Context: an optimization exercise on an open-source flow, tuned for small area, a short achievable clock period and few clock cycles. The choices shown serve that exercise and are no tape-out recipe.
Function was checked by simulation only, so behaviour that the tests miss may differ from the original.
Power is estimated from default activity; no workload was simulated.

`flow/config.mk`:
```
export PLATFORM = sky130hd
export DESIGN_NAME = mav_encoder
export DESIGN_NICKNAME = mav_encoder
export VERILOG_FILES = /design/flow/design.v
export SDC_FILE = /design/flow/constraint.sdc
export NUM_CORES = 4
export LEC_CHECK = 0
export CAP_MARGIN = 20
export CORE_MARGIN = 2
export CORE_UTILIZATION = 30
export PLACE_DENSITY = 0.5
export SLEW_MARGIN = 20
```
`flow/constraint.sdc`:
```
create_clock -name core_clock -period 8.0 [get_ports {clk}]
set_input_delay 1.6000 -clock core_clock [delete_from_list [all_inputs] [get_ports {clk}]]
set_output_delay 1.6000 -clock core_clock [all_outputs]
set_load 0.01 [all_outputs]
```
`flow/design.v`:
```
module mav_encoder (
    input  wire        clk,
    input  wire        rst,         
    input  wire        cmd_valid,
    output wire        cmd_ready,
    input  wire [79:0] cmd_data,
    output reg         rsp_valid,
    output reg  [31:0] rsp_data,
    output reg         out_valid,
    output reg  [7:0]  out_data,
    output reg         out_last
);
    localparam [3:0] OP_INIT    = 4'h1;
    localparam [3:0] OP_BEGIN   = 4'h2;
    localparam [3:0] OP_FIELD   = 4'h3;
    localparam [3:0] OP_END     = 4'h4;
    localparam [3:0] OP_CRCINIT = 4'h5;
    localparam [3:0] OP_CRCBYTE = 4'h6;
    localparam [3:0] OP_RDREG   = 4'h7;
    localparam [3:0] E_UNKNOWN_ID  = 4'd2;
    localparam [3:0] E_MISSING     = 4'd3;
    localparam [3:0] E_UNSUPPORTED = 4'd4;
    localparam [3:0] E_RANGE       = 4'd5;
    localparam [3:0] E_TOO_LARGE   = 4'd6;
    localparam [3:0] E_PROTOCOL    = 4'd14;
    localparam [3:0] E_ILLEGAL     = 4'd15;
    localparam [1:0] M_HDR = 2'd0;      
    localparam [1:0] M_PAY = 2'd1;      
    localparam [1:0] M_CL  = 2'd2;      
    localparam [1:0] M_CH  = 2'd3;      
    function [15:0] crc_step;
        input [15:0] r_in;
        input [7:0]  b;
        reg   [15:0] r;
        integer      i;
        begin
            r = r_in ^ {b, 8'h00};
            for (i = 0; i < 8; i = i + 1)
                r = r[15] ? ((r << 1) ^ 16'h1021) : (r << 1);
            crc_step = r;
        end
    endfunction
    function [7:0] crc_extra;
        input [23:0] id;
        begin
            case (id)
                24'd0:   crc_extra = 8'd50;
                24'd1:   crc_extra = 8'd124;
                24'd30:  crc_extra = 8'd39;
                24'd33:  crc_extra = 8'd104;
                24'd74:  crc_extra = 8'd142;
                24'd251: crc_extra = 8'd170;
                24'd253: crc_extra = 8'd83;
                default: crc_extra = (id >= 24'd50000) ? (id[7:0] ^ id[15:8]) : 8'd0;
            endcase
        end
    endfunction
    reg [7:0]  sysid;           
    reg [7:0]  compid;          
    reg [7:0]  seq;
    reg        configured;
    reg        phase;           
    reg [3:0]  lasterr;
    reg [23:0] msgid;
    reg        mode;            
    reg [8:0]  plen;            
    reg [15:0] crc;
    reg [2047:0] pbuf;
    reg [7:0]  wbase;           
    reg [7:0]  wptr;            
    reg        v_r;
    reg [79:0] c_r;
    wire       stall;
    assign cmd_ready = ~(v_r & stall);
    always @(posedge clk) begin
        if (rst)
            v_r <= 1'b0;
        else if (cmd_ready)
            v_r <= cmd_valid;
    end
    always @(posedge clk) begin
        if (cmd_ready)
            c_r <= cmd_data;
    end
    reg        em_busy;
    reg [1:0]  em_st;
    reg [3:0]  hcnt;            
    reg [7:0]  rd_ptr;          
    reg [7:0]  unread;          
    reg [7:0]  pdata;           
    reg        absorb;          
    reg [7:0]  f_len;           
    reg [7:0]  f_seq;
    reg [23:0] f_msgid;
    reg        space_ok;        
    wire [3:0]  op      = c_r[79:76];
    wire [3:0]  f_wt    = c_r[75:72];
    wire        f_pres  = c_r[71];
    wire        f_empty = c_r[70];
    wire [64:0] f_val   = c_r[64:0];
    wire [3:0]  r_reg   = c_r[3:0];
    wire is_init  = (op == OP_INIT);
    wire is_field = (op == OP_FIELD);
    wire is_end   = (op == OP_END);
    wire is_wait  = (op == OP_INIT) || (op == OP_CRCINIT) ||
                    (op == OP_CRCBYTE) || (op == OP_RDREG);
    assign stall = (is_end & em_busy & (em_st != M_CH)) |
                   (is_wait & em_busy) |
                   (is_field & em_busy & ~space_ok);
    wire exec     = v_r & ~stall;
    wire fld_exec = v_r & is_field & (~em_busy | space_ok);
    reg illegal;
    always @(*) begin
        case (op)
            OP_INIT:    illegal = |c_r[75:16];
            OP_BEGIN:   illegal = |c_r[75:26];
            OP_FIELD:   illegal = |c_r[69:65];
            OP_END:     illegal = |c_r[75:0];
            OP_CRCINIT: illegal = |c_r[75:0];
            OP_CRCBYTE: illegal = |c_r[75:8];
            OP_RDREG:   illegal = (|c_r[75:4]) || r_reg[3];
            default:    illegal = 1'b1;
        endcase
    end
    reg [3:0] f_width;
    reg       f_signed;
    always @(*) begin
        f_signed = 1'b0;
        case (f_wt)
            4'd0:  f_width = 4'd1;
            4'd1:  begin f_width = 4'd1; f_signed = 1'b1; end
            4'd2:  f_width = 4'd2;
            4'd3:  begin f_width = 4'd2; f_signed = 1'b1; end
            4'd4:  f_width = 4'd4;
            4'd5:  begin f_width = 4'd4; f_signed = 1'b1; end
            4'd6:  f_width = 4'd8;
            4'd7:  begin f_width = 4'd8; f_signed = 1'b1; end
            4'd8:  f_width = 4'd4;
            4'd9:  f_width = 4'd8;
            default: f_width = 4'd1;      
        endcase
    end
    reg f_in_range;
    always @(*) begin
        case ({f_signed, f_width})
            {1'b0, 4'd1}: f_in_range = ~|f_val[64:8];
            {1'b0, 4'd2}: f_in_range = ~|f_val[64:16];
            {1'b0, 4'd4}: f_in_range = ~|f_val[64:32];
            {1'b0, 4'd8}: f_in_range = ~f_val[64];
            {1'b1, 4'd1}: f_in_range = (&f_val[64:7])  || ~|f_val[64:7];
            {1'b1, 4'd2}: f_in_range = (&f_val[64:15]) || ~|f_val[64:15];
            {1'b1, 4'd4}: f_in_range = (&f_val[64:31]) || ~|f_val[64:31];
            default:      f_in_range = (&f_val[64:63]) || ~|f_val[64:63];
        endcase
    end
    wire [9:0] plen_sum  = {1'b0, plen} + {6'd0, f_width};
    wire [8:0] plen_add  = (plen_sum > 10'd256) ? 9'd256 : plen_sum[8:0];
    wire [63:0] fbytes = {f_val[63:8], (f_wt == 4'd10 && f_empty) ? 8'h41 : f_val[7:0]};
    wire [2:0]  c0     = wptr[2:0];
    wire [63:0] rot    = {fbytes, fbytes} >> ((4'd8 - {1'b0, c0}) * 8);
    wire [31:0] rowsel = fld_exec ? (32'd1 << wptr[7:3]) : 32'd0;
    reg  [7:0]  kmask;
    integer     k;
    always @(*)
        for (k = 0; k < 8; k = k + 1)
            kmask[k] = (plen + k) <= 9'd255;
    wire [7:0]  cmask  = {kmask, kmask} >> (4'd8 - {1'b0, c0});
    wire [7:0]  colhi  = cmask & (8'hFF << c0);      
    wire [7:0]  collo  = cmask & ~(8'hFF << c0);     
    genvar gj;
    generate
        for (gj = 0; gj < 256; gj = gj + 1) begin : g_pbuf
            wire en = (rowsel[gj / 8] & colhi[gj % 8]) |
                      (rowsel[(gj / 8 + 31) % 32] & collo[gj % 8]);
            always @(posedge clk) begin
                if (en)
                    pbuf[gj*8 +: 8] <= rot[(gj % 8)*8 +: 8];
            end
        end
    endgenerate
    always @(posedge clk)
        pdata <= pbuf[rd_ptr*8 +: 8];
    reg [23:0] rd_value;
    always @(*) begin
        case (r_reg[2:0])
            3'd0: rd_value = {16'd0, lasterr, 1'b0, mode, configured, phase};
            3'd1: rd_value = {20'd0, lasterr};
            3'd2: rd_value = {16'd0, seq};
            3'd3: rd_value = {16'd0, sysid};
            3'd4: rd_value = {16'd0, compid};
            3'd5: rd_value = msgid;
            3'd6: rd_value = {15'd0, plen};
            default: rd_value = {8'd0, crc};
        endcase
    end
    wire [15:0] crc_nxt  = absorb ? crc_step(crc, out_data) : crc;
    wire [15:0] crc_cmd  = crc_step(crc, c_r[7:0]);
    wire [15:0] crc_seed = mode ? crc_step(16'hFFFF, crc_extra(msgid)) : 16'hFFFF;
    reg [7:0] hdr_byte;
    always @(*) begin
        case (hcnt)
            4'd0:  hdr_byte = 8'hFD;
            4'd1:  hdr_byte = f_len;
            4'd4:  hdr_byte = f_seq;
            4'd5:  hdr_byte = sysid;
            4'd6:  hdr_byte = compid;
            4'd7:  hdr_byte = f_msgid[7:0];
            4'd8:  hdr_byte = f_msgid[15:8];
            4'd9:  hdr_byte = f_msgid[23:16];
            default: hdr_byte = 8'h00;
        endcase
    end
    wire fetch = em_busy & ((em_st == M_HDR && hcnt == 4'd10) || em_st == M_PAY) &
                 (unread != 8'd0);
    always @(posedge clk) begin
        if (rst) begin
            seq        <= 8'd0;
            configured <= 1'b0;
            phase      <= 1'b0;
            lasterr    <= 4'd0;
            msgid      <= 24'd0;
            mode       <= 1'b0;
            plen       <= 9'd0;
            crc        <= 16'hFFFF;
            wbase      <= 8'd0;
            wptr       <= 8'd0;
            em_busy    <= 1'b0;
            em_st      <= M_HDR;
            hcnt       <= 4'd0;
            rd_ptr     <= 8'd0;
            unread     <= 8'd0;
            absorb     <= 1'b0;
            f_len      <= 8'd0;
            f_seq      <= 8'd0;
            f_msgid    <= 24'd0;
            space_ok   <= 1'b1;
            rsp_valid  <= 1'b0;
            rsp_data   <= 32'd0;
            out_valid  <= 1'b0;
            out_data   <= 8'd0;
            out_last   <= 1'b0;
        end else begin
            rsp_valid <= 1'b0;
            out_valid <= 1'b0;
            out_last  <= 1'b0;
            space_ok  <= ({1'b0, unread} + plen) <= 10'd240;
            if (em_busy) begin
                crc       <= crc_nxt;
                out_valid <= 1'b1;
                if (fetch) begin
                    rd_ptr <= rd_ptr + 8'd1;
                    unread <= unread - 8'd1;
                end
                case (em_st)
                M_HDR: begin
                    out_data <= hdr_byte;
                    absorb   <= (hcnt != 4'd0);
                    hcnt     <= hcnt + 4'd1;
                    if (hcnt == 4'd10)
                        em_st <= (unread != 8'd0) ? M_PAY : M_CL;
                end
                M_PAY: begin
                    out_data <= pdata;
                    absorb   <= 1'b1;
                    if (unread == 8'd0)
                        em_st <= M_CL;
                end
                M_CL: begin
                    out_data <= crc_nxt[7:0];
                    absorb   <= 1'b0;
                    em_st    <= M_CH;
                end
                default: begin  
                    out_data <= crc[15:8];
                    out_last <= 1'b1;
                    em_busy  <= 1'b0;
                end
                endcase
            end
            if (exec) begin
                rsp_valid <= 1'b1;
                if (illegal) begin
                    lasterr  <= E_ILLEGAL;
                    rsp_data <= {1'b1, 3'b000, E_ILLEGAL, 24'd0};
                end else begin
                    case (op)
                    OP_INIT: begin
                        sysid      <= c_r[15:8];
                        compid     <= c_r[7:0];
                        seq        <= 8'd0;
                        configured <= 1'b1;
                        plen       <= 9'd0;
                        wptr       <= wbase;
                        phase      <= 1'b0;
                        lasterr    <= 4'd0;
                        rsp_data   <= 32'd0;
                    end
                    OP_BEGIN: begin
                        if (!configured || phase) begin
                            lasterr  <= E_PROTOCOL;
                            rsp_data <= {1'b1, 3'b000, E_PROTOCOL, 24'd0};
                        end else if (!c_r[25]) begin
                            lasterr  <= E_UNKNOWN_ID;
                            rsp_data <= {1'b1, 3'b000, E_UNKNOWN_ID, 24'd0};
                        end else begin
                            msgid    <= c_r[23:0];
                            mode     <= c_r[24];
                            plen     <= 9'd0;
                            wptr     <= wbase;
                            lasterr  <= 4'd0;
                            phase    <= 1'b1;
                            rsp_data <= {24'd0, crc_extra(c_r[23:0])};
                        end
                    end
                    OP_FIELD: begin
                        if (!phase) begin
                            lasterr  <= E_PROTOCOL;
                            rsp_data <= {1'b1, 3'b000, E_PROTOCOL, 24'd0};
                        end else if (!f_pres || f_wt > 4'd10 ||
                                     (!(f_wt == 4'd10 && f_empty) && !f_in_range)) begin
                            phase <= 1'b0;
                            plen  <= 9'd0;
                            wptr  <= wbase;
                            if (!f_pres) begin
                                lasterr  <= E_MISSING;
                                rsp_data <= {1'b1, 3'b000, E_MISSING, 24'd0};
                            end else if (f_wt > 4'd10) begin
                                lasterr  <= E_UNSUPPORTED;
                                rsp_data <= {1'b1, 3'b000, E_UNSUPPORTED, 24'd0};
                            end else begin
                                lasterr  <= E_RANGE;
                                rsp_data <= {1'b1, 3'b000, E_RANGE, 24'd0};
                            end
                        end else begin
                            plen     <= plen_add;
                            wptr     <= wptr + {4'd0, f_width};
                            rsp_data <= {23'd0, plen_add};
                        end
                    end
                    OP_END: begin
                        if (!phase) begin
                            lasterr  <= E_PROTOCOL;
                            rsp_data <= {1'b1, 3'b000, E_PROTOCOL, 24'd0};
                        end else if (plen[8]) begin
                            phase    <= 1'b0;
                            plen     <= 9'd0;
                            wptr     <= wbase;
                            lasterr  <= E_TOO_LARGE;
                            rsp_data <= {1'b1, 3'b000, E_TOO_LARGE, 24'd0};
                        end else begin
                            seq      <= seq + 8'd1;
                            phase    <= 1'b0;
                            plen     <= 9'd0;
                            wbase    <= wptr;
                            rsp_data <= {23'd0, plen + 9'd13};
                            f_len    <= plen[7:0];
                            f_seq    <= seq;
                            f_msgid  <= msgid;
                            unread   <= plen[7:0];
                            crc      <= crc_seed;
                            em_busy  <= 1'b1;
                            em_st    <= M_HDR;
                            hcnt     <= 4'd0;
                            absorb   <= 1'b0;
                        end
                    end
                    OP_CRCINIT: begin
                        crc      <= 16'hFFFF;
                        rsp_data <= 32'h0000FFFF;
                    end
                    OP_CRCBYTE: begin
                        crc      <= crc_cmd;
                        rsp_data <= {16'd0, crc_cmd};
                    end
                    default: begin  
                        if ((r_reg == 4'd3 || r_reg == 4'd4) && !configured) begin
                            lasterr  <= E_PROTOCOL;
                            rsp_data <= {1'b1, 3'b000, E_PROTOCOL, 24'd0};
                        end else begin
                            rsp_data <= {8'd0, rd_value};
                        end
                    end
                    endcase
                end
            end
        end
    end
endmodule
```
`flow/run.sh`:
```
#!/bin/bash
# synth_recipe.tcl (not shown) runs the flow's synth.tcl, then flattens the netlist and writes it again
# the make line also repeats each setting of config.mk as NAME=value (left out here)
make -C /OpenROAD-flow-scripts/flow DESIGN_CONFIG=/design/flow/config.mk WORK_HOME=/design/flow/orfs CLKGATE_MAP_FILE= SYNTH_SCRIPT=/design/flow/synth_recipe.tcl finish
```
==> metrics.cfg, run 1 <==
[cells_and_area]
n_fill_cell=31040
area_growth_pct=15.74
fin_cells=10750
final_net_count=6292
drive_above_1_share_pct=21.23

[clock_tree]
cts_tree=yes
clockBufferDepth=4
htree_levels=4
clk_pin_slew_worst_paths_ns=0.06
clockRootBuffer=clkbuf_16
cts_resized=0
ctsHoldBuffers=0
numCtsBuffers=246
cts_sinks=2343
clk_latency_ns=0.93
post_cts_buffers=0

[floorplan]
die_y_um=580
initial_utilization_pct=30.14
ioPinCount=127
dieArea_mm2=0.3364
coreArea_mm2=0.3303
die_x_um=580
rows=211

[run_status]
run_status=no timing/DRC/antenna violations

[synth]
netlist_area_mm2=0.09953
synthCells=6020
ys_types=83
synth_seq_cells=2343
yosys.area.top_type=edfxtp_1
yosys_warnings=1
synth_top_area_share_pct=64.68
synth_area_leaders=edfxtp_1, mux4_2, dfxtp_1, a21oi_1, nand2_1
ys_seq_area_share_pct=68.69
synth_edf_count=2144
synth_area_per_cell_um2=16.53
synth_ff_type=edfxtp_1
async_flop_share_pct=0

[pwr]
netSwitchingFraction_pct=21.94
p_switching_mw=5.686
p_per_area_mw_per_mm2=225.0
power_frac_seq_pct=51.9
pwr-share-clk_pct=44.7
vdd_ir_drop_max_v=0.0001941
combPwrFrac_pct=3.4
leakagePower_nw=35.27
cellInternalPower_mw=20.24

[worst_hold_path]
hold_path_end=rsp_data[12]
hold_depth=2
hold_class=flop to flop
hp-start=rsp_data[12]

[sta]
timing.final.crit_period_ns=5.474
max-slew-margin-rel_pct=16.74
timing.final.crit_share_pct=68.43
finClkSkew_ns=0.1022
fin_tns_setup_ns=0
setup_viol=0
slew_viol_final=0
hold_violations=0
fin_ws_ns=2.526
rsz0062_at_grt=false
worstMarginPinSlew_ns=1.249
clock.fmax_mhz=182.7

[route]
ant_nets=0
remaining_drc_errors=0
drtIter0Drc=11560
drt-total-wl_um=385300
post_drt_wl_per_cell_um=35.84
vias=62650
avgViaCountPerCell=5.827
dr.pass1.iters=6

[place]
dp_hpwl_um=227900
dp_worst_setup_slack_ns=2.979
port_buffers=123
place_congestion=0.9221
placed_cells_incl_taps=10290

[worst_setup_path]
worst_ep_arrival_time_ns=3.87
timing.rr.start=c_r[78]
r2r_cells=7
path_max_fanout=24
ff2ff_setup_slack_ns=2.92
crit_path_end_kind=output pin
worst-setup-path-type=flop to output pin
cp.required_ns=6.40
regToRegEndpoint=pbuf[728]
cp-start-kind=flop

[flow_run]
cap_violations=0

[global_route]
grt_pass1_vias=59870
grt_start_max_net_pins=113
grtUsageTotal_pct=22.29
antenna_found_initial=69
globalRouteOverflowTotal=0
grt_pass1_wl_um=520100

## cell families after synthesis
kind of cell	share of synthesized area [%]
DFF	68.69
other	0.003768
buffers and inverters	1.810
muxes	16.63
AOI/OAI and AO/OA	5.281
xor gates and xnor gates	1.047
and+or+nand+nor	6.011
adders and majority gates	0.5255
## area by class of cell
| cell class | instances | area (µm²) | share of cell area, % |
|---|---|---|---|
| diodes | 21 | 52.55 | 0.04562 |
| clock buffers | 298 | 6422 | 5.575 |
| clock inverters | 146 | 1556 | 1.351 |
| inverters | 53 | 200.2 | 0.1738 |
| multi-input cells | 3209 | 30150 | 26.17 |
| flip-flops and latches | 2343 | 68390 | 59.37 |
| well taps | 4366 | 5463 | 4.742 |
| repair buffers | 316 | 2964 | 2.573 |
## metal layers
| metal | routed length (µm) | vias up | global-route usage (%) | share of wire [%] |
|---|---|---|---|---|
| met5 | 8 | - | 0 | 0.0021 |
| met4 | 16190 | 2 | 8.918 | 4.2 |
| met3 | 45040 | 806 | 4.252 | 12 |
| met2 | 176700 | 4911 | 34.51 | 46 |
| met1 | 147400 | 32650 | 30.80 | 38 |
| li1 | - | 24280 | - | - |
## worst max path at each step
stage	from	end	slack, ns
floorplan	em_st[0]	cmd_ready	3.41
global placement	c_r[78]	pbuf[601]	3.08
detailed placement	c_r[78]	pbuf[722]	2.98
CTS	em_st[0]	cmd_ready	2.48
global route	em_st[0]	cmd_ready	2.26
finish	em_st[0]	cmd_ready	2.53
## worst max-delay path, cell delays in order (launching register included)
cell	delay, ns
dfxtp_1	0.79
nand2_1	0.56
o21ai_0	0.39
a21oi_1	0.14
o211a_1	0.42
clkinv_2	0.14
clkdlybuf4s50_1	0.54
## synthesized netlist by cell type (all sizes together), types with 7 or more instances
cell type  count
dfxtp        199
a221oi        33
or3           14
a31oi         22
nor4          34
nor3          77
or4           10
xor2          53
clkbuf       327
o221ai        12
xnor2         66
a22oi         55
and2          19
nand2b        24
mux2i        159
mux4         643
a21oi        382
and3          15
and4           7
or2           10
nor2b         49
mux2          42
o21ai        125
buf           90
nand4         45
nand3         56
a22o          38
o22ai         46
edfxtp      2144
o211ai        26
nand2        495
a211oi        22
ha            37
o21a           8
a21boi         7
inv           51
nor2         480
a21o           8
## flip-flops by register name (all words and copies together) (netlist names), 4 cells and up
register and flops:
f_len 8, pbuf 2048, out_data 8, lasterr 4, sysid 8, f_seq 8, hcnt 4, seq 8
compid 8, rsp_data 29, f_msgid 24, c_r 80, msgid 24, wptr 8, unread 8, pdata 8
plen 9, wbase 8, rd_ptr 8, f_width 4, crc 16
## power groups by stage
stage | Clock, mW | Sequential, mW | Combinational (mW)
2_1_floorplan | 0 | 13.7 | 0.256
3_3_place_gp | 0 | 13.7 | 0.860
3_5_place_dp | 0 | 13.7 | 0.870
4_1_cts | 11.7 | 13.5 | 0.872
5_1_grt | 12.1 | 13.4 | 0.894
6_report | 11.6 | 13.5 | 0.893
## placed cells by master, fill, tap and decap left out, drive strengths merged, types with 66 or more instances in the layout
master,instances
edfxtp,2144
mux4,643
nand2,495
nor2,480
a21oi,382
clkbuf,298
dfxtp,199
buf,194
mux2i,159
o21ai,125
clkdlybuf4s50,122
clkinv,99
nor3,77
xnor2,66
## metrics by stage
step	area (µm²)	util, %	power [mW]	hold WS [ns]
6_report	115200	34.88	25.92	0.4538
5_1_grt	115100	34.86	26.46	0.4714
4_1_cts	115100	34.86	26.02	0.4559
3_5_place_dp	107100	32.44	14.58	0.4482
3_3_place_gp	107000	32.39	14.57	0.4427
2_1_floorplan	99540	-	13.94	0.4244
Testbench counts, summed over its fixed seeds: cycles 8,843.
==> inputs of run 2 (changes only) <==
--- a/flow/design.v
+++ b/flow/design.v
@@ -72,4 +72,12 @@
     reg [79:0] c_r;
-    wire       stall;
-    assign cmd_ready = ~(v_r & stall);
+    reg        ready_r;
+    reg        is_field;        
+    reg        is_end;
+    reg        is_wait;         
+    assign cmd_ready = ready_r;
+    wire [3:0] op_in    = cmd_data[79:76];
+    wire       field_in = (op_in == OP_FIELD) && ~|cmd_data[69:65];
+    wire       end_in   = (op_in == OP_END);
+    wire       wait_in  = (op_in == OP_INIT) || (op_in == OP_CRCINIT) ||
+                          (op_in == OP_CRCBYTE) || (op_in == OP_RDREG);
     always @(posedge clk) begin
@@ -77,3 +85,3 @@
             v_r <= 1'b0;
-        else if (cmd_ready)
+        else if (ready_r)
             v_r <= cmd_valid;
@@ -81,4 +89,8 @@
     always @(posedge clk) begin
-        if (cmd_ready)
-            c_r <= cmd_data;
+        if (ready_r) begin
+            c_r      <= cmd_data;
+            is_field <= field_in;
+            is_end   <= end_in;
+            is_wait  <= wait_in;
+        end
     end
@@ -90,2 +102,3 @@
     reg [7:0]  pdata;           
+    reg        unr0_d;          
     reg        absorb;          
@@ -94,3 +107,2 @@
     reg [23:0] f_msgid;
-    reg        space_ok;        
     wire [3:0]  op      = c_r[79:76];
@@ -101,12 +113,4 @@
     wire [3:0]  r_reg   = c_r[3:0];
-    wire is_init  = (op == OP_INIT);
-    wire is_field = (op == OP_FIELD);
-    wire is_end   = (op == OP_END);
-    wire is_wait  = (op == OP_INIT) || (op == OP_CRCINIT) ||
-                    (op == OP_CRCBYTE) || (op == OP_RDREG);
-    assign stall = (is_end & em_busy & (em_st != M_CH)) |
-                   (is_wait & em_busy) |
-                   (is_field & em_busy & ~space_ok);
-    wire exec     = v_r & ~stall;
-    wire fld_exec = v_r & is_field & (~em_busy | space_ok);
+    wire exec     = v_r & ready_r;
+    wire fld_exec = exec & is_field;
     reg illegal;
@@ -161,7 +165,4 @@
     wire [31:0] rowsel = fld_exec ? (32'd1 << wptr[7:3]) : 32'd0;
-    reg  [7:0]  kmask;
-    integer     k;
-    always @(*)
-        for (k = 0; k < 8; k = k + 1)
-            kmask[k] = (plen + k) <= 9'd255;
+    wire [7:0]  kmask  = {{4{f_width[3]}}, {2{f_width[3] | f_width[2]}},
+                          ~f_width[0], 1'b1};
     wire [7:0]  cmask  = {kmask, kmask} >> (4'd8 - {1'b0, c0});
@@ -180,4 +181,18 @@
     endgenerate
-    always @(posedge clk)
-        pdata <= pbuf[rd_ptr*8 +: 8];
+    wire [31:0]  rd_row = 32'd1 << rd_ptr[7:3];
+    wire [7:0]   rd_col = 8'd1 << rd_ptr[2:0];
+    reg  [31:0]  rd_part;       
+    reg  [31:0]  rd_q;
+    integer      rb, rj;
+    always @(*) begin
+        rd_part = 32'd0;
+        for (rj = 0; rj < 256; rj = rj + 1)
+            for (rb = 0; rb < 8; rb = rb + 1)
+                rd_part[(rj / 64)*8 + rb] = rd_part[(rj / 64)*8 + rb] |
+                              (rd_row[rj / 8] & rd_col[rj % 8] & pbuf[rj*8 + rb]);
+    end
+    always @(posedge clk) begin
+        rd_q  <= rd_part;
+        pdata <= rd_q[7:0] | rd_q[15:8] | rd_q[23:16] | rd_q[31:24];
+    end
     reg [23:0] rd_value;
@@ -212,4 +227,20 @@
     end
-    wire fetch = em_busy & ((em_st == M_HDR && hcnt == 4'd10) || em_st == M_PAY) &
+    wire fetch = em_busy & ((em_st == M_HDR && hcnt >= 4'd9) || em_st == M_PAY) &
                  (unread != 8'd0);
+    wire space_nxt = ({1'b0, unread} + plen) <= 10'd240;    
+    wire busy_nxt  = (em_busy & (em_st != M_CH)) | (exec & is_end);
+    wire ch_nxt    = em_busy & (em_st == M_CL);
+    wire v_nxt     = ready_r ? cmd_valid : v_r;
+    wire field_nxt = ready_r ? field_in : is_field;
+    wire end_nxt   = ready_r ? end_in   : is_end;
+    wire wait_nxt  = ready_r ? wait_in  : is_wait;
+    wire stall_nxt = (end_nxt & busy_nxt & ~ch_nxt) |
+                     (wait_nxt & busy_nxt) |
+                     (field_nxt & busy_nxt & ~space_nxt);
+    always @(posedge clk) begin
+        if (rst)
+            ready_r <= 1'b1;
+        else
+            ready_r <= ~(v_nxt & stall_nxt);
+    end
     always @(posedge clk) begin
@@ -231,2 +262,3 @@
             unread     <= 8'd0;
+            unr0_d     <= 1'b1;
             absorb     <= 1'b0;
@@ -235,3 +267,2 @@
             f_msgid    <= 24'd0;
-            space_ok   <= 1'b1;
             rsp_valid  <= 1'b0;
@@ -244,4 +275,4 @@
             out_valid <= 1'b0;
+            unr0_d    <= (unread == 8'd0);
             out_last  <= 1'b0;
-            space_ok  <= ({1'b0, unread} + plen) <= 10'd240;
             if (em_busy) begin
@@ -259,3 +290,3 @@
                     if (hcnt == 4'd10)
-                        em_st <= (unread != 8'd0) ? M_PAY : M_CL;
+                        em_st <= (f_len != 8'd0) ? M_PAY : M_CL;
                 end
@@ -264,3 +295,3 @@
                     absorb   <= 1'b1;
-                    if (unread == 8'd0)
+                    if (unr0_d)
                         em_st <= M_CL;
--- a/flow/config.mk
+++ b/flow/config.mk
@@ -7,6 +7,7 @@
 export LEC_CHECK = 0
-export CAP_MARGIN = 20
+export CAP_MARGIN = 40
 export CORE_MARGIN = 2
-export CORE_UTILIZATION = 30
+export CORE_UTILIZATION = 32
 export PLACE_DENSITY = 0.5
-export SLEW_MARGIN = 20
+export SETUP_SLACK_MARGIN = 4.5
+export SLEW_MARGIN = 40
==> metrics.cfg, run 2 <==
[synth]
synth_mux_area_share_pct=1.383  ; -15 points
synth_top_area_share_pct=67.54  ; +2.9 points
synthAdderAreaFrac_pct=0.5486  ; +0.023 points
synth_edf_count=2144  ; unchanged
synthCells=6641  ; +10%
synth-xor-area-share_pct=1.062  ; +0.015 points
netlist_area_mm2=0.09533  ; -4.2%
synth_most_common_cell=edfxtp_1
synth_ff_type=edfxtp_1
yosys_warnings=1  ; unchanged
yosys.area.top_type=edfxtp_1
synth_area_per_cell_um2=14.35  ; -13%
ys_types=92  ; +11%
synthTopCellsByCount=edfxtp_1, nor2_1, nand2_1
ys_seq_area_share_pct=72.47  ; +3.8 points
synth_compound_area_share_pct=14.66  ; +9.4 points
synth_seq_cells=2379  ; +1.5%
synth_top_family_by_area=compound AO/OA/AOI/OAI gates
synth_area_leaders=edfxtp_1, dfxtp_1, a221oi_1, a22o_1, nor2_1
synth-simple-area-share_pct=8.393  ; +2.4 points
async_flop_share_pct=0  ; unchanged

[sta]
finClkSkew_ns=0.1153  ; +0.01312 ns
timing.final.crit_period_ns=3.662  ; -1.812 ns
hold_violations=0  ; unchanged
slew_viol_final=0  ; unchanged
worstMarginPinSlew_ns=1.031  ; -0.2181 ns
max-slew-margin-rel_pct=31.28  ; +15 points
clock.fmax_mhz=273.0  ; +49%
fin_ws_ns=4.338  ; +1.812 ns
setup_viol=0  ; unchanged
rsz0062_at_grt=true
timing.final.crit_share_pct=45.78  ; -23 points
fin_tns_setup_ns=0  ; unchanged

[floorplan]
rows=200  ; -5.2%
initial_utilization_pct=32.15  ; +2.0 points
dieArea_mm2=0.3023  ; -10%
coreArea_mm2=0.2965  ; -10%
die_y_um=549.8  ; -5.2%
die_x_um=549.8  ; -5.2%
ioPinCount=127  ; unchanged

[cells_and_area]
regMostFlops=pbuf
n_fill_cell=27360  ; -12%
final_common_cell=edfxtp_1
drive_above_1_share_pct=20.60  ; -0.63 points
largest_reg_flops=2048  ; unchanged
largest_registers=pbuf: 2048 flops, c_r: 80 flops, rd_q: 32 flops
area_growth_pct=23.90
final_cell_mix=edfxtp_1, nor2_1, nand2_1
final_net_count=7371  ; +17%

[worst_setup_path]
crit_slowest_cell=or4_1
path_max_fanout=17  ; -29%
worst_ep_arrival_time_ns=4.35  ; +0.48 ns
worst-path-buf-inv=3  ; +1
cpLargestDelayFamily=simple AND/OR/NAND/NOR gates
cp.required_ns=8.68  ; +2.28 ns
cpPeakStageDelay_ns=0.68  ; -0.11 ns
crit_chain=inv_1, ha_2, nand2_8, buf_8, nor2_1, buf_4, a22o_1, a221oi_1, nand4_1, or4_1
worst-setup-path-type=flop to flop
crit_path_end_kind=flop
cp-start-kind=flop
ff2ff_setup_slack_ns=4.34  ; +1.42 ns
regToRegEndpoint=rd_q[30]
r2r_cells=10  ; +3
timing.rr.start=rd_ptr[0]

[pwr]
leakagePower_nw=37.02  ; +5.0%
vdd_ir_drop_max_v=0.0001546  ; -20%
p_per_area_mw_per_mm2=228.7  ; +1.6%
p_total_mw=27.02  ; +4.2%

[global_route]
grtUsageTotal_pct=34.05  ; +12 points
grt_start_max_net_pins=95  ; -16%
antenna_found_initial=77  ; +12%
globalRouteOverflowTotal=0  ; unchanged
grt_pass1_vias=69610  ; +16%
grt_pass1_wl_um=682500  ; +31%

[clock_tree]
clk_pin_slew_worst_paths_ns=0.06  ; about the same
clk_latency_ns=0.92  ; about the same
ctsHoldBuffers=0  ; unchanged
numCtsBuffers=267  ; +8.5%
clockBufferDepth=4  ; unchanged
clockRootBuffer=clkbuf_16
cts_tree=yes
htree_levels=5  ; +1
cts_sinks=2379  ; +1.5%

[route]
ant_nets=0  ; unchanged
dr.pass1.iters=6  ; unchanged
post_drt_wl_per_cell_um=46.53  ; +30%
remaining_drc_errors=0  ; unchanged
drtIter0Drc=17180  ; +49%
avgViaCountPerCell=6.807  ; +17%
vias=77920  ; +24%
drt-total-wl_um=532700  ; +38%

[worst_hold_path]
hp-start=f_msgid[7]
hold_path_end=f_msgid[7]
hold_class=flop to flop
hold_depth=2  ; unchanged

[place]
dp_worst_setup_slack_ns=3.337  ; +0.3581 ns
dp_hpwl_um=337300  ; +48%
place_congestion=1.043  ; +13%
port_buffers=123  ; unchanged

[flow_run]
cap_violations=0  ; unchanged

[run_status]
run_status=no timing/DRC/antenna violations

[run 2: cell type report]
class	count	area [µm²]	area share, %
Tap cell	3939	4928	4.173
Inverter	50	212.7	0.1801
Timing Repair Buffer	640	6435	5.448
Clock inverter	127	1127	0.9545
Antenna cell	55	137.6	0.1165
Clock buffer	347	7286	6.169
Sequential cell	2379	69120	58.52
Multi-Input combinational cell	3910	28870	24.44
[run 2: what timing repair did]
item	in CTS	in global routing
setup endpoints to repair	3882	1200
cloned	6	3
setup buffers	104	34
pin swaps	47	26
gates resized for setup	335	57
[run 2: cell families after synthesis]
| kind of cell | Yosys count |
|---|---|
| DFF | 2379 |
| xor gates and xnor gates | 114 |
| AOI/OAI and AO/OA | 1895 |
| buffers and inverters | 359 |
| adders and majority gates | 40 |
| and+or+nand+nor | 1730 |
| other | 1 |
| muxes | 123 |
[run 2: worst register-to-register path, stage by stage, from the launching register on]
cell      delay, ns
dfxtp_1        0.41
inv_1          0.11
ha_2           0.27
nand2_8        0.23
buf_8          0.33
nor2_1         0.26
buf_4          0.28
a22o_1         0.25
a221oi_1       0.40
nand4_1        0.23
or4_1          0.68
[run 2: stage by stage]
step                      cell area (µm²)  hold WS (ns)  std cells  util [%]
final                              118100        0.4521      11450     39.83
after global routing               118000        0.4721      11400     39.79
after CTS                          117100        0.4512      11350     39.50
after detailed placement           105500        0.4435      10770     35.58
after global placement             103900        0.4384      10740     35.05
after floorplan                     95610        0.3856       6643         -
[run 2: worst max path at each step]
stage                         start    endpoint  slack, ns  cells past startpoint
final                     rd_ptr[0]    rd_q[30]       4.34                     10
after global routing      rd_ptr[0]    rd_q[30]       4.46                     10
after CTS                 rd_ptr[0]    rd_q[30]       4.32                      9
after detailed placement    wptr[1]   pbuf[198]       3.34                      7
after global placement      wptr[1]  pbuf[1685]       2.99                     10
after floorplan             wptr[0]  pbuf[1043]       4.09                     10
[run 2: metal layers]
| layer | vias to the layer above | global-route usage (%) | part of all wire [%] |
|---|---|---|---|
| met2 | 8437 | 47.72 | 41 |
| met4 | 28 | 19.80 | 7.0 |
| met5 | - | 0 | 0.044 |
| li1 | 28250 | - | - |
| met1 | 39410 | 44.28 | 36 |
| met3 | 1804 | 13.47 | 16 |
[run 2: report_power, final]
part | switching, mW | internal (mW) | total (mW)
logic | 0.924 | 0.227 | 1.15
registers | 0.0629 | 13.6 | 13.6
clock network | 5.24 | 6.99 | 12.2
Testbench counts of run 2, summed over its fixed seeds: cycles 8,843.
==> inputs of run 3 (changes only) <==
--- a/flow/design.v
+++ b/flow/design.v
@@ -163,3 +163,4 @@
     wire [2:0]  c0     = wptr[2:0];
-    wire [63:0] rot    = {fbytes, fbytes} >> ((4'd8 - {1'b0, c0}) * 8);
+    wire [127:0] rot2  = {fbytes, fbytes} << {c0, 3'b000};
+    wire [63:0] rot    = rot2[127:64];       
     wire [31:0] rowsel = fld_exec ? (32'd1 << wptr[7:3]) : 32'd0;
@@ -167,3 +168,4 @@
                           ~f_width[0], 1'b1};
-    wire [7:0]  cmask  = {kmask, kmask} >> (4'd8 - {1'b0, c0});
+    wire [15:0] cmask2 = {kmask, kmask} << c0;
+    wire [7:0]  cmask  = cmask2[15:8];       
     wire [7:0]  colhi  = cmask & (8'hFF << c0);      
==> metrics.cfg, run 3 <==
[worst_hold_path]
hold_class=flop to flop

[clock_tree]
clk_latency_ns=0.91  ; about the same
clockRootBuffer=clkbuf_16
clockBufferDepth=4  ; unchanged
cts_sinks=2379  ; unchanged
cts_tree=yes
numCtsBuffers=273  ; +2.2%
ctsHoldBuffers=0  ; unchanged
clk_pin_slew_worst_paths_ns=0.06  ; about the same
htree_levels=5  ; unchanged

[pwr]
p_total_mw=27.80  ; +2.9%
leakagePower_nw=35.89  ; -3.1%
p_per_area_mw_per_mm2=243.1  ; +6.3%
vdd_ir_drop_max_v=0.0001819  ; +18%

[synth]
synth_edf_count=2144  ; unchanged
synth_most_common_cell=edfxtp_1
synth_top_area_share_pct=68.30  ; +0.76 points
synthTopCellsByCount=edfxtp_1, nor2_1, a221oi_1
ys_seq_area_share_pct=73.29  ; +0.82 points
ys_types=85  ; -7.6%
synth_area_per_cell_um2=15.27  ; +6.4%
synth_area_leaders=edfxtp_1, dfxtp_1, a221oi_1, a22o_1, nor2_1
synthCells=6173  ; -7.0%
async_flop_share_pct=0  ; unchanged
yosys.area.top_type=edfxtp_1
yosys_warnings=1  ; unchanged
synth_ff_type=edfxtp_1
netlist_area_mm2=0.09427  ; -1.1%
synth_seq_cells=2379  ; unchanged

[cells_and_area]
final_common_cell=edfxtp_1
largest_reg_flops=2048  ; unchanged
seq_area_mm2=0.06911  ; about the same
multi_input_area_mm2=0.02635  ; -8.7%
n_fill_cell=27080  ; -1.0%
largest_registers=pbuf: 2048 flops, c_r: 80 flops, rd_q: 32 flops
final_cell_mix=edfxtp_1, a22o_1, a221oi_1
final_net_count=6814  ; -7.6%
area_growth_pct=21.28
regMostFlops=pbuf
drive_above_1_share_pct=19.72  ; -0.87 points

[sta]
slew_viol_final=0  ; unchanged
timing.final.crit_period_ns=3.850  ; +0.1876 ns
hold_violations=0  ; unchanged
hold_slack_ns=0.4540  ; +0.001911 ns
fin_tns_setup_ns=0  ; unchanged
worstMarginPinSlew_ns=1.056  ; +0.02566 ns
finClkSkew_ns=0.06503  ; -0.05025 ns
setup_viol=0  ; unchanged
timing.final.crit_share_pct=48.12  ; +2.3 points
rsz0062_at_grt=true
max-slew-margin-rel_pct=29.57  ; -1.7 points
clock.fmax_mhz=259.7  ; -4.9%
fin_ws_ns=4.150  ; -0.1876 ns

[route]
avgViaCountPerCell=7.039  ; +3.4%
dr.pass1.iters=8  ; +2
remaining_drc_errors=0  ; unchanged
post_drt_wl_per_cell_um=49.37  ; +6.1%
vias=76950  ; -1.2%
drt-total-wl_um=539800  ; +1.3%
drtIter0Drc=16650  ; -3.1%
ant_nets=1  ; +1

[global_route]
grt_pass1_wl_um=690500  ; +1.2%
grt_start_max_net_pins=72  ; -24%
antenna_found_initial=89  ; +16%
globalRouteOverflowTotal=0  ; unchanged
grt_pass1_vias=68290  ; -1.9%
grtUsageTotal_pct=34.83  ; +0.79 points

[place]
dp_worst_setup_slack_ns=3.468  ; +0.1315 ns
dp_hpwl_um=345700  ; +2.5%
port_buffers=123  ; unchanged
place_congestion=1.077  ; +3.3%

[floorplan]
die_y_um=546.8  ; -0.56%
ioPinCount=127  ; unchanged
coreArea_mm2=0.2936  ; -1.0%
dieArea_mm2=0.2989  ; -1.1%
die_x_um=546.8  ; -0.56%
rows=199  ; -0.50%
initial_utilization_pct=32.11  ; -0.037 points

[worst_setup_path]
path_max_fanout=9  ; -8
crit_path_end_kind=flop
cp-start-kind=flop
cp.required_ns=8.74  ; +0.06 ns
worst-setup-path-type=flop to flop
worst_ep_arrival_time_ns=4.59  ; +0.24 ns

[flow_run]
cap_violations=0  ; unchanged

[run_status]
violations=antenna rules
run_status=failed layout checks

[run 3: cell count changes in the layout (fill, tap and decap cells not counted), sizes merged, moves of 72 or more]
| cell | before | now |
|---|---|---|
| nor2 | 684 | 471 |
| a21oi | 343 | 200 |
| a22oi | 289 | 173 |
| buf | 514 | 398 |
| nand2 | 439 | 344 |
| a221oi | 374 | 457 |
| o22ai | 158 | 234 |
| a22o | 370 | 442 |
[run 3: cell families (layout without fill, tap and decap cells)]
kind of cell	count (synthesis)	after routing	synth area share (%)
and+or+nand+nor	1334	1334	6.826
DFF	2379	2379	73.29
muxes	182	182	2.446
other	1	110	0.003978
buffers and inverters	328	1059	1.334
xor gates and xnor gates	111	111	1.031
adders and majority gates	36	36	0.5017
AOI/OAI and AO/OA	1802	1802	14.57
[run 3: layout make-up]
type                       instances  share of cell area, %
timing repair buffer             527                  4.114
clock inverter                   146                  1.289
clock buffer                     340                  6.413
multi-input combinational       3468                  23.05
sequential                      2379                  60.45
antenna                          107                 0.2342
inverter                          46                 0.1620
tap                             3919                  4.289
[run 3: layer usage]
metal / global-route usage [%] / share of wire (%)
met2: 48.76 / 41
met5: 0.8389 / 0.12
met4: 22.54 / 7.6
met1: 44.39 / 36
met3: 13.89 / 16
[run 3: stage by stage]
stage	std cells	util [%]	area, µm²
floorplan	6175	-	94280
global placement	10260	34.84	102300
detailed placement	10290	35.31	103700
CTS	10800	38.57	113200
global route	10840	38.87	114100
finish	10930	38.94	114300
[run 3: worst max-delay path, stage by stage (launching register included)]
cell	delay [ns]
dfxtp_1	0.35
and2_0	0.41
nand2_1	0.67
nor2_2	0.33
a22o_1	0.47
a221oi_1	0.27
nand4_1	0.46
or4_1	0.72
[run 3: power by group]
part | switching [mW] | internal (mW)
Combinational | 1.09 | 0.222
Sequential | 0.0574 | 13.6
Clock | 5.43 | 7.37
Total | 6.59 | 21.2
[run 3: what timing repair did]
action | in CTS | in global routing
setup endpoints to repair | 926 | 411
pin swaps | 6 | 10
resized for setup | 103 | 70
endpoints found under the hold margin | 0 | 0
setup buffers | 28 | 14
[run 3: worst paths after layout]
| kind | cells after the start | slack (ns) | endpoint | startpoint |
|---|---|---|---|---|
| hold reg to reg | 2 | 0.45 | f_msgid[17] | f_msgid[17] |
| hold / removal | 2 | 0.45 | f_msgid[17] | f_msgid[17] |
| setup reg to reg | 7 | 4.15 | rd_q[22] | rd_ptr[3] |
| setup / recovery | 7 | 4.15 | rd_q[22] | rd_ptr[3] |
Testbench counts of run 3, summed over its fixed seeds: cycles 8,843.
==> inputs of run 4 (changes only) <==
--- a/flow/config.mk
+++ b/flow/config.mk
@@ -9,5 +9,5 @@
 export CORE_MARGIN = 2
-export CORE_UTILIZATION = 32
-export PLACE_DENSITY = 0.5
-export SETUP_SLACK_MARGIN = 4.5
+export CORE_UTILIZATION = 35
+export PLACE_DENSITY = 0.55
+export SETUP_SLACK_MARGIN = 4.8
 export SLEW_MARGIN = 40
==> metrics.cfg, run 4 <==
[run_status]
run_status=no timing/DRC/antenna violations

[clock_tree]
clockRootBuffer=clkbuf_16
cts_sinks=2379  ; unchanged
htree_levels=5  ; unchanged
cts_tree=yes
numCtsBuffers=266  ; -2.6%
clk_pin_slew_worst_paths_ns=0.06  ; about the same
clockBufferDepth=4  ; unchanged
ctsHoldBuffers=0  ; unchanged
clk_latency_ns=0.92  ; about the same

[flow_run]
cap_violations=0  ; unchanged

[cells_and_area]
final_net_count=6867  ; +0.78%
n_fill_cell=23670  ; -13%
final_common_cell=edfxtp_1
final_core_util_pct=43.45  ; +4.5 points
largest_registers=pbuf: 2048 flops, c_r: 80 flops, rd_q: 32 flops
final_cell_mix=edfxtp_1, a22o_1, a221oi_1
regMostFlops=pbuf
drive_above_1_share_pct=23.11  ; +3.4 points
largest_reg_flops=2048  ; unchanged
area_growth_pct=23.51

[floorplan]
die_x_um=523.0  ; -4.3%
rows=190  ; -4.5%
ioPinCount=127  ; unchanged
dieArea_mm2=0.2735  ; -8.5%
coreArea_mm2=0.2679  ; -8.7%
die_y_um=523.0  ; -4.3%
initial_utilization_pct=35.18  ; +3.1 points

[synth]
ys_types=85  ; unchanged
synth_seq_cells=2379  ; unchanged
synth_area_leaders=edfxtp_1, dfxtp_1, a221oi_1, a22o_1, nor2_1
synthCells=6173  ; unchanged
synth_area_per_cell_um2=15.27  ; unchanged
synth_ff_type=edfxtp_1
synthTopCellsByCount=edfxtp_1, nor2_1, a221oi_1
ys_seq_area_share_pct=73.29  ; unchanged
yosys.area.top_type=edfxtp_1
synth_edf_count=2144  ; unchanged
synth_top_area_share_pct=68.30  ; unchanged
synth_most_common_cell=edfxtp_1
netlist_area_mm2=0.09427  ; unchanged
yosys_warnings=1  ; unchanged
async_flop_share_pct=0  ; unchanged

[worst_setup_path]
crit_path_end_kind=flop
worst-path-buf-inv=1  ; +1
crit_chain=nor2_1, nand2_1, nor2_1, buf_4, a22o_1, a221oi_1, nand4_1, or4_1
path_common_cell=nor2_1
cp.required_ns=8.76  ; +0.02 ns
cpPeakStageDelay_ns=0.61  ; -0.11 ns
cp-start-kind=flop
cpLargestDelayFamily=simple AND/OR/NAND/NOR gates
worst-setup-path-type=flop to flop
path_max_fanout=10  ; +1
crit_slowest_cell=or4_1
worst_ep_arrival_time_ns=4.17  ; -0.42 ns

[sta]
setup_viol=0  ; unchanged
hold_slack_ns=0.4525  ; -0.001454 ns
timing.final.crit_period_ns=3.413  ; -0.4368 ns
slew_viol_final=0  ; unchanged
timing.final.crit_share_pct=42.66  ; -5.5 points
fin_tns_setup_ns=0  ; unchanged
clock.fmax_mhz=293.0  ; +13%
hold_violations=0  ; unchanged
worstMarginPinSlew_ns=1.039  ; -0.01699 ns
max-slew-margin-rel_pct=30.71  ; +1.1 points
finClkSkew_ns=0.07340  ; +0.008372 ns
rsz0062_at_grt=true

[worst_hold_path]
hold_class=flop to flop

[place]
place_congestion=1.077  ; about the same
port_buffers=123  ; unchanged
dp_hpwl_um=329400  ; -4.7%

[route]
vias=76860  ; -0.12%
drtIter0Drc=16280  ; -2.2%
drt-total-wl_um=523900  ; -2.9%
ant_nets=0  ; -1
remaining_drc_errors=0  ; unchanged
post_drt_wl_per_cell_um=49.53  ; +0.32%
avgViaCountPerCell=7.267  ; +3.2%
dr.pass1.iters=6  ; -2

[global_route]
grtUsageTotal_pct=37.01  ; +2.2 points
grt_pass1_vias=67810  ; -0.71%
antenna_found_initial=72  ; -19%
grt_pass1_wl_um=669100  ; -3.1%
globalRouteOverflowTotal=0  ; unchanged
grt_start_max_net_pins=87  ; +21%

[pwr]
p_per_area_mw_per_mm2=233.0  ; -4.2%
vdd_ir_drop_max_v=0.0001634  ; -10%
leakagePower_nw=36.61  ; +2.0%

run 4: cell counts after synthesis:
No cell type changed its count.
run 4: tightest hold or removal path: cells and delay by family (launching register included):
kind / cells / cell delay (ns)
compound gates: 1 / 0.05
simple gates: 1 / 0.05
flops: 1 / 0.31
run 4: power by group:
group | total, mW | switching, mW | internal, mW
Combinational | 1.33 | 1.08 | 0.250
Sequential | 13.7 | 0.0541 | 13.6
Clock | 12.1 | 5.25 | 6.88
Total | 27.1 | 6.38 | 20.7
run 4: layer usage:
metal	global-route usage [%]	wire length (µm)	vias up
met4	24.45	43290	42
li1	-	-	26910
met1	46.66	180600	38590
met2	51.52	212200	9063
met3	15.82	87310	2255
met5	0.1906	479	-
run 4: logic make-up after synthesis:
kind of cell	Yosys count	share of synthesized area, %
mux	182	2.446
compound gates	1802	14.57
xor+xnor	111	1.031
buf+inv	328	1.334
other cells	1	0.003978
fa+ha+maj	36	0.5017
simple gates	1334	6.826
flops	2379	73.29
run 4: repair_timing:
action / CTS / global route
pin swaps: 27 / 60
resized for setup: 364 / 180
gates cloned: 3 / 7
endpoints found under the setup margin: 1818 / 1405
buffers inserted: 67 / 72
run 4: final cells by class:
class | instances | area (µm²) | area share, %
multi-input cells | 3469 | 28570 | 24.54
inverters | 46 | 183.9 | 0.1580
clock buffers | 336 | 7108 | 6.105
repair buffers | 586 | 5653 | 4.856
clock inverters | 119 | 1117 | 0.9597
flip-flops and latches | 2379 | 69130 | 59.37
diodes | 90 | 225.2 | 0.1934
well taps | 3552 | 4444 | 3.817
run 4: path summary, 6_finish.rpt:
kind	startpoint	to	slack (ns)	cells past startpoint
setup / recovery	rd_ptr[6]	rd_q[22]	4.59	8
hold / removal	f_msgid[15]	f_msgid[15]	0.45	2
setup reg to reg	rd_ptr[6]	rd_q[22]	4.59	8
hold reg to reg	f_msgid[15]	f_msgid[15]	0.45	2
run 4: per-stage QoR:
step	cells	instance area [µm²]	power (mW)	setup WS, ns
finish	10580	116400	27.13	4.587
global route	10500	116200	27.47	4.642
floorplan	6175	95510	14.26	4.717
global placement	9853	102600	15.05	3.097
CTS	10400	114200	26.92	4.657
detailed placement	9878	103700	15.09	3.934
==> inputs of run 5 (changes only) <==
--- a/flow/design.v
+++ b/flow/design.v
@@ -99,3 +99,4 @@
     reg [3:0]  hcnt;            
-    reg [7:0]  rd_ptr;          
+    reg [31:0] rd_row;          
+    reg [7:0]  rd_col;          
     reg [7:0]  unread;          
@@ -183,4 +184,2 @@
     endgenerate
-    wire [31:0]  rd_row = 32'd1 << rd_ptr[7:3];
-    wire [7:0]   rd_col = 8'd1 << rd_ptr[2:0];
     reg  [31:0]  rd_part;       
@@ -262,3 +261,4 @@
             hcnt       <= 4'd0;
-            rd_ptr     <= 8'd0;
+            rd_row     <= 32'd1;
+            rd_col     <= 8'd1;
             unread     <= 8'd0;
@@ -283,3 +283,5 @@
                 if (fetch) begin
-                    rd_ptr <= rd_ptr + 8'd1;
+                    rd_col <= {rd_col[6:0], rd_col[7]};
+                    if (rd_col[7])
+                        rd_row <= {rd_row[30:0], rd_row[31]};
                     unread <= unread - 8'd1;
--- a/flow/config.mk
+++ b/flow/config.mk
@@ -9,5 +9,5 @@
 export CORE_MARGIN = 2
-export CORE_UTILIZATION = 35
-export PLACE_DENSITY = 0.55
-export SETUP_SLACK_MARGIN = 4.8
+export CORE_UTILIZATION = 32
+export PLACE_DENSITY = 0.5
+export SETUP_SLACK_MARGIN = 4.5
 export SLEW_MARGIN = 40
==> metrics.cfg, run 5 <==
[pwr]
p_per_area_mw_per_mm2=238.5  ; +2.4%
vdd_ir_drop_max_v=0.0001572  ; -3.8%
leakagePower_nw=35.05  ; -4.3%
p_total_mw=27.55  ; +1.6%

[synth]
synth_mux_area_share_pct=2.085  ; -0.36 points
synthAdderAreaFrac_pct=0.4187  ; -0.083 points
synth_most_common_cell=edfxtp_1
synth_edf_count=2144  ; unchanged
synth_top_area_share_pct=65.68  ; -2.6 points
netlist_area_mm2=0.09802  ; +4.0%
synth-simple-area-share_pct=8.563  ; +1.7 points
ys_seq_area_share_pct=71.14  ; -2.2 points
yosys_warnings=1  ; unchanged
yosys.area.top_type=edfxtp_1
synth_compound_area_share_pct=14.21  ; -0.36 points
synth-xor-area-share_pct=0.9204  ; -0.11 points
synth_seq_cells=2411  ; +1.3%
synth_ff_type=edfxtp_1
synthCells=7010  ; +14%
async_flop_share_pct=0  ; unchanged
synth_top_family_by_area=compound AO/OA/AOI/OAI gates
synth_area_leaders=edfxtp_1, dfxtp_1, a22oi_1, nand3_1, o22ai_1
ys_types=95  ; +12%
synthTopCellsByCount=edfxtp_1, nand2_1, a22oi_1
synth_area_per_cell_um2=13.98  ; -8.4%

[route]
drtIter0Drc=18110  ; +11%
avgViaCountPerCell=6.680  ; -8.1%
post_drt_wl_per_cell_um=42.93  ; -13%
remaining_drc_errors=0  ; unchanged
dr.pass1.iters=8  ; +2
vias=76410  ; -0.59%
ant_nets=0  ; unchanged
drt-total-wl_um=491000  ; -6.3%

[clock_tree]
clk_latency_ns=0.95  ; +0.03 ns
clockBufferDepth=4  ; unchanged
cts_sinks=2411  ; +1.3%
clk_pin_slew_worst_paths_ns=0.06  ; about the same
htree_levels=5  ; unchanged
numCtsBuffers=269  ; +1.1%
cts_tree=yes
clockRootBuffer=clkbuf_16

[cells_and_area]
largest_registers=pbuf: 2048 flops, c_r: 80 flops
final_cell_mix=edfxtp_1, a22oi_1, nand2_1
final_net_count=7190  ; +4.7%
final_common_cell=edfxtp_1
area_growth_pct=17.85
drive_above_1_share_pct=15.69  ; -7.4 points
fin_cells=11440  ; +8.1%
regMostFlops=pbuf
largest_reg_flops=2048  ; unchanged
n_fill_cell=28660  ; +21%

[sta]
timing.final.crit_share_pct=46.94  ; +4.3 points
worstMarginPinSlew_ns=1.007  ; -0.03250 ns
max-slew-margin-rel_pct=32.87  ; +2.2 points
hold_violations=0  ; unchanged
timing.final.crit_period_ns=3.755  ; +0.3418 ns
finClkSkew_ns=0.09074  ; +0.01735 ns
slew_viol_final=0  ; unchanged
clock.fmax_mhz=266.3  ; -9.1%
setup_viol=0  ; unchanged
fin_tns_setup_ns=0  ; unchanged
rsz0062_at_grt=true

[run_status]
run_status=no timing/DRC/antenna violations

[floorplan]
die_y_um=557.5  ; +6.6%
dieArea_mm2=0.3108  ; +14%
die_x_um=557.5  ; +6.6%
initial_utilization_pct=32.11  ; -3.1 points
rows=203  ; +6.8%
coreArea_mm2=0.3053  ; +14%
ioPinCount=127  ; unchanged

[global_route]
antenna_found_initial=70  ; -2.8%
grt_pass1_wl_um=645400  ; -3.5%
grt_pass1_vias=69650  ; +2.7%
use_met1_pct=40.92  ; -5.7 points
globalRouteOverflowTotal=0  ; unchanged
grt_start_max_net_pins=117  ; +34%
grtUsageMet3_pct=10.95  ; -4.9 points
top_usage_layer=met2
grtUsageTotal_pct=30.58  ; -6.4 points
gr-usage-met2_pct=43.35  ; -8.2 points

[worst_setup_path]
cp.required_ns=8.73  ; -0.03 ns
crit_path_end_kind=flop
path_max_fanout=33  ; +23
worst-setup-path-type=flop to flop
cp-start-kind=flop
worst_ep_arrival_time_ns=4.48  ; +0.31 ns

[worst_hold_path]
hold_class=flop to flop

[flow_run]
cap_violations=0  ; unchanged

[place]
port_buffers=123  ; unchanged
place_congestion=1.003  ; -6.9%
dp_hpwl_um=302100  ; -8.3%
placed_cells_incl_taps=10870  ; +10%

run 5: cell count changes after synthesis, sizes merged, moves of 100 or more:
cell and change:
a221oi -418, nand3 +381, a22o -299, a22oi +291, nor2 -243, clkbuf +193
a21oi +142, nand2 +134, a222oi +119, buf +113, o22ai +100
run 5: cell type report:
class                      count  area [µm²]  area share (%)
antenna                       54       135.1          0.1170
clock buffer                 328        7202           6.235
clock inverter               151        1503           1.301
inverter                      83       314.1          0.2719
multi-input combinational   3930       27750           24.02
sequential                  2411       69810           60.44
tap                         4100        5130           4.441
timing repair buffer         381        3666           3.174
run 5: metal layers:
layer	vias up	share of wire, %
li1	28380	-
met2	7918	41
met5	-	0.057
met4	26	6.3
met1	38500	37
met3	1586	16
run 5: final timing paths:
check / from / end / slack, ns / cells past startpoint
max: rd_col[4] / rd_q[11] / 4.25 / 5
min: rsp_data[9] / rsp_data[9] / 0.45 / 2
max reg2reg: rd_col[4] / rd_q[11] / 4.25 / 5
min reg2reg: rsp_data[9] / rsp_data[9] / 0.45 / 2
run 5: cell families after synthesis:
| logic type | count (synthesis) |
|---|---|
| DFF | 2411 |
| other | 1 |
| buffers and inverters | 671 |
| and+or+nand+nor | 1677 |
| xor gates and xnor gates | 103 |
| AOI/OAI and AO/OA | 1957 |
| muxes | 159 |
| adders and majority gates | 31 |
run 5: worst max-delay path, stage by stage (launching register included):
cell,delay (ns)
dfxtp_4,0.53
inv_2,0.68
buf_4,0.56
o21ai_0,0.47
nor4_1,0.86
nand4_1,0.36
run 5: metrics by stage:
step / setup slack [ns] / cell area, µm² / util (%) / hold WS, ns
2_1_floorplan: 4.640 / 98030 / - / 0.3856
3_3_place_gp: 3.425 / 104200 / 34.14 / 0.4395
3_5_place_dp: 3.479 / 105100 / 34.43 / 0.4449
4_1_cts: 4.446 / 115000 / 37.67 / 0.4541
5_1_grt: 4.328 / 115400 / 37.80 / 0.4754
6_report: 4.245 / 115500 / 37.84 / 0.4500
run 5: timing repair:
item	in CTS	in global routing
gates resized for setup	199	27
pin swaps	5	2
buffers inserted	18	7
hold buffers	0	0
setup endpoints to repair	2006	354
cloned	0	0
run 5: power by group:
| group | switching [mW] | internal [mW] | leakage (nW) |
|---|---|---|---|
| Combinational | 0.931 | 0.219 | 9.22 |
| Sequential | 0.0706 | 13.8 | 21.6 |
| Clock | 5.42 | 7.14 | 4.26 |
Testbench counts of run 5, summed over its fixed seeds: cycles 8,843.

what the ideal ports hide:
The results above use ideal ports. As a check the final layouts listed here were re-extracted and re-timed, cells and wires unchanged.
Step 1 assumes that a clkbuf_16 drives the clock port and a buf_2 every other input.
Step 2 adds t to the input delays and takes it off the output delays; t is the mean of the earliest and latest rising clock arrival at the registers after step 1. Input paths then give back, and output paths get back, about the clock's delay inside the block.
Slacks: no drivers / after step 1 / after step 2; pairs: no drivers / after step 1.
| run | shift t [ns] | setup WS [ns] | hold WS [ns] |
|---|---|---|---|
| run 1 | 0.984 | 2.526 / 2.428 / 2.921 | 0.454 / 0.454 / 0.454 |
| run 2 | 0.967 | 4.338 / 4.338 / 3.844 | 0.452 / 0.452 / 0.452 |
| run 3 | 0.980 | 4.150 / 4.150 / 4.114 | 0.454 / 0.454 / 0.454 |
| run 4 | 0.980 | 4.587 / 4.587 / 4.217 | 0.453 / 0.453 / 0.453 |
| run 5 | 1.012 | 4.245 / 4.245 / 4.245 | 0.450 / 0.450 / 0.450 |
The setup slack of run 2, which loses most, moves by 0.000 ns with the drivers and by -0.494 ns with both steps.
